This is an optimization exercise on Yosys and OpenROAD, whose aim is small area, a short achievable clock period and few clock cycles, not a production implementation. Function was checked by simulation only, so behaviour that the tests miss may differ from the original.

## main
==> flow/design.v <==
module boo_encoder (
  input  wire       clk,
  input  wire       rst,         
  input  wire       in_valid,
  output wire       in_ready,
  input  wire [7:0] in_data,
  input  wire       in_eof,
  input  wire       in_err,
  output wire       out_valid,
  input  wire       out_ready,
  output wire [7:0] out_data,
  input  wire       out_err,
  output wire [2:0] seq,
  output wire [1:0] err
);
  localparam [2:0] PH_HDR  = 3'b000,    
                   PH_HLF  = 3'b001,    
                   PH_DAT  = 3'b010,    
                   PH_TRL  = 3'b011,    
                   PH_DONE = 3'b110,
                   PH_ABR  = 3'b100,    
                   PH_ABW  = 3'b101;    
  localparam [1:0] PD_NONE = 2'd0, PD_LF = 2'd1, PD_C3 = 2'd2, PD_ZERO = 2'd3;
  localparam [7:0] CH_CR = 8'h0D, CH_LF = 8'h0A, CH_TL = 8'h7E, CH_0 = 8'h30;
  reg  [2:0] ph;
  reg  [1:0] pend;
  reg        ov;
  reg  [7:0] od;
  reg  [1:0] g;         
  reg  [6:0] acc;       
  reg  [5:0] col;       
  reg  [1:0] fill;      
  reg        hold_v;
  reg        hold_e;
  reg  [7:0] hold_b;
  assign out_valid = ov;
  assign out_data  = od;
  assign seq = {ph[2] & ~ph[1], ph[2] & ph[1], ph[1]};
  assign err = {ph[2] & ~ph[1] & ph[0], ph[2] & ~ph[1] & ~ph[0]};
  assign in_ready = ~hold_v & ~ph[2] & ~(ph[1] & ph[0]);
  wire in_fire  = in_valid & in_ready;
  wire out_fire = ov & out_ready;
  wire slot     = ~ov | out_ready;
  wire rd_fail  = in_fire & in_err;
  wire wr_fail  = out_fire & out_err;
  wire       src_v = hold_v | (in_fire & ~in_err);
  wire [7:0] sb    = hold_v ? hold_b : in_data;
  wire       se    = hold_v ? hold_e : in_eof;
  wire       sz    = (sb == 8'h00);
  wire       hdr   = (ph == PH_HDR);
  wire n0  = (acc == 7'd0);
  wire n1  = (acc == 7'd1);
  wire n78 = (acc == 7'd78);
  wire w4  = (col >= 6'd35);
  wire w2  = (col >= 6'd36);
  function [7:0] T(input [6:0] v);
    T = {1'b0, v} + 8'd48;
  endfunction
  wire sil = ~hdr & ~se & sz & (g == 2'd0) &
             ((pend == PD_C3) | n0 | (~n1 & ~n78));
  reg  [2:0] ph_n;
  reg  [1:0] pend_n, g_n, fill_n;
  reg  [6:0] acc_n;
  reg  [5:0] col_n;
  reg        emit;
  reg  [7:0] ch;
  reg        done;      
  always @* begin
    ph_n   = ph;
    pend_n = pend;
    g_n    = g;
    fill_n = fill;
    acc_n  = acc;
    col_n  = col;
    emit   = 1'b0;
    ch     = 8'h00;
    done   = 1'b0;
    if (pend != PD_NONE) begin
      if (slot) begin
        emit   = 1'b1;
        pend_n = PD_NONE;
        case (pend)
          PD_LF:   ch = CH_LF;
          PD_C3:   begin ch = T({1'b0, acc[5:0]}); acc_n = 7'd0; end
          default: ch = CH_0;
        endcase
      end
      if (src_v && sil && (slot || pend != PD_C3)) begin
        done  = 1'b1;
        acc_n = (pend == PD_C3) ? 7'd1 : acc + 7'd1;
      end
    end else if (src_v && sil) begin
      done  = 1'b1;
      acc_n = acc + 7'd1;
    end else if (src_v && slot) begin
      emit = 1'b1;
      if (hdr) begin
        done = 1'b1;
        if (se) begin
          ch     = CH_CR;
          pend_n = PD_LF;
          ph_n   = PH_HLF;
        end else begin
          ch = sb;
        end
      end else if (!se) begin
        if (g == 2'd1) begin
          ch    = T({1'b0, acc[1:0], sb[7:4]});
          acc_n = {3'b000, sb[3:0]};
          g_n   = 2'd2;
          done  = 1'b1;
        end else if (g == 2'd2) begin
          ch     = T({1'b0, acc[3:0], sb[7:6]});
          acc_n  = {1'b0, sb[5:0]};
          g_n    = 2'd0;
          pend_n = PD_C3;
          done   = 1'b1;
        end else if (sz) begin
          if (n1) begin
            if (w2) begin
              ch     = CH_CR;
              pend_n = PD_LF;
              col_n  = 6'd0;
            end else begin
              ch    = CH_TL;
              acc_n = 7'd2;
              col_n = col + 6'd1;
              done  = 1'b1;
            end
          end else begin                       
            ch    = CH_TL;                     
            acc_n = 7'd1;
            done  = 1'b1;
          end
        end else begin
          if (n0 || n1) begin
            if (w4) begin
              ch     = CH_CR;
              pend_n = PD_LF;
              col_n  = 6'd0;
            end else if (n0) begin
              ch    = T({1'b0, sb[7:2]});
              acc_n = {5'd0, sb[1:0]};
              g_n   = 2'd1;
              col_n = col + 6'd2;
              done  = 1'b1;
            end else begin                     
              ch    = CH_0;
              acc_n = 7'd0;
              g_n   = 2'd1;
              col_n = col + 6'd2;
            end
          end else begin                       
            ch    = T(acc);
            acc_n = 7'd0;
          end
        end
      end else begin                           
        if (g == 2'd1) begin
          ch     = T({1'b0, acc[1:0], 4'd0});
          acc_n  = 7'd0;
          g_n    = 2'd2;
          fill_n = 2'd2;
        end else if (g == 2'd2) begin
          ch     = T({1'b0, acc[3:0], 2'd0});
          acc_n  = 7'd0;
          g_n    = 2'd0;
          pend_n = PD_C3;
          if (fill == 2'd0) fill_n = 2'd1;
        end else if (n1) begin
          if (w4) begin
            ch     = CH_CR;
            pend_n = PD_LF;
            col_n  = 6'd0;
          end else begin
            ch    = CH_0;
            acc_n = 7'd0;
            g_n   = 2'd1;
            col_n = col + 6'd2;
          end
        end else if (!n0) begin
          ch    = T(acc);
          acc_n = 7'd0;
        end else if (fill != 2'd0) begin
          if (w2) begin
            ch     = CH_CR;
            pend_n = PD_LF;
            col_n  = 6'd0;
          end else begin
            ch     = CH_TL;
            pend_n = PD_ZERO;
            fill_n = fill - 2'd1;
            col_n  = col + 6'd1;
          end
        end else begin
          ch     = CH_CR;
          pend_n = PD_LF;
          ph_n   = PH_TRL;
          done   = 1'b1;
        end
      end
    end
    if (out_fire && pend == PD_NONE) begin
      if (ph == PH_HLF && ph_n == PH_HLF) ph_n = PH_DAT;
      if (ph == PH_TRL) ph_n = PH_DONE;
    end
  end
  always @(posedge clk) begin
    if (rst) begin
      ph     <= PH_HDR;
      pend   <= PD_NONE;
      ov     <= 1'b0;
      g      <= 2'd0;
      acc    <= 7'd0;
      col    <= 6'd0;
      fill   <= 2'd0;
      hold_v <= 1'b0;
    end else if (wr_fail) begin
      ph <= PH_ABW;
      ov <= 1'b0;
    end else if (rd_fail) begin
      ph <= PH_ABR;
      ov <= 1'b0;
    end else if (ph[2]) begin
      ov <= 1'b0;                       
    end else if (ph_n == PH_DONE) begin
      ph <= PH_DONE;
      ov <= 1'b0;
    end else begin
      ph   <= ph_n;
      pend <= pend_n;
      g    <= g_n;
      acc  <= acc_n;
      col  <= col_n;
      fill <= fill_n;
      if (slot) ov <= emit;
      if (emit) od <= ch;
      if (hold_v) begin
        if (done) hold_v <= 1'b0;
      end else if (src_v && !done) begin
        hold_v <= 1'b1;
        hold_b <= in_data;
        hold_e <= in_eof;
      end
    end
  end
endmodule
==> flow/config.mk <==
export PLATFORM = sky130hd
export DESIGN_NAME = boo_encoder
export DESIGN_NICKNAME = boo_encoder
export VERILOG_FILES = /design/flow/design.v
export SDC_FILE = /design/flow/constraint.sdc
export NUM_CORES = 4
export LEC_CHECK = 0
export CAP_MARGIN = 20
export CORE_MARGIN = 2
export CORE_UTILIZATION = 40
export SETUP_SLACK_MARGIN = 1.5
export SLEW_MARGIN = 20
==> flow/constraint.sdc <==
create_clock -name core_clock -period 5.0 [get_ports {clk}]
set_input_delay 1.0000 -clock core_clock [delete_from_list [all_inputs] [get_ports {clk}]]
set_output_delay 1.0000 -clock core_clock [all_outputs]
set_load 0.01 [all_outputs]
run.sh (not shown) runs the stock make flow with config.mk's settings and CLKGATE_MAP_FILE= SYNTH_SCRIPT=/design/flow/synth_recipe.tcl, a recipe that flattens the netlist after the stock synthesis.
Testbench counts of main, summed over its fixed seeds: cycles 37,663.
diff inputs: main => the feature branch
Settings: a change of SETUP_SLACK_MARGIN from 1.5 to 2.0; an added ABC_AREA of 1.
[summary]
Taking main as 1.0, the feature branch lands at 1.3 on number of nets at the end of the flow.
main reports its capturing element of the worst setup path as col[3] while the feature branch reports hold_b[7].
Summary of the feature branch over main: overall via count from detail_route went up by about 10%; fmax rose by about 18%; synthesized cell area has increased.

port drivers added, routing unchanged:
Ports are ideal in the flow. The routed layouts listed here were re-timed in OpenROAD.
Step 1 (the two cells are an assumption about what drives the block):
set clk [get_ports {clk}]
set_driving_cell -lib_cell sky130_fd_sc_hd__clkbuf_16 $clk
set_driving_cell -lib_cell sky130_fd_sc_hd__buf_2 [delete_from_list [all_inputs] $clk]
Step 2, shift: input delay + t, output delay - t, t = (earliest + latest rising clock arrival at the registers) / 2. This alone moves slack from input paths to output paths.
Slacks: ideal / step 1 / step 2; pairs: ideal / step 1.
| run | shift t [ns] | slack for setup (ns) | latest minus earliest clock arrival (ns) | worst register clock-pin slew, ns |
|---|---|---|---|---|
| main | 0.326 | 1.543 / 1.548 / 1.222 | 0.010 / 0.010 | 0.09 / 0.09 |
| the feature branch | 0.332 | 2.081 / 2.088 / 1.756 | 0.005 / 0.006 | 0.09 / 0.09 |
After both steps every run listed still meets setup and hold. For the feature branch, which loses most, drivers alone change the setup slack by +0.007 ns; drivers and shift together by -0.325 ns.
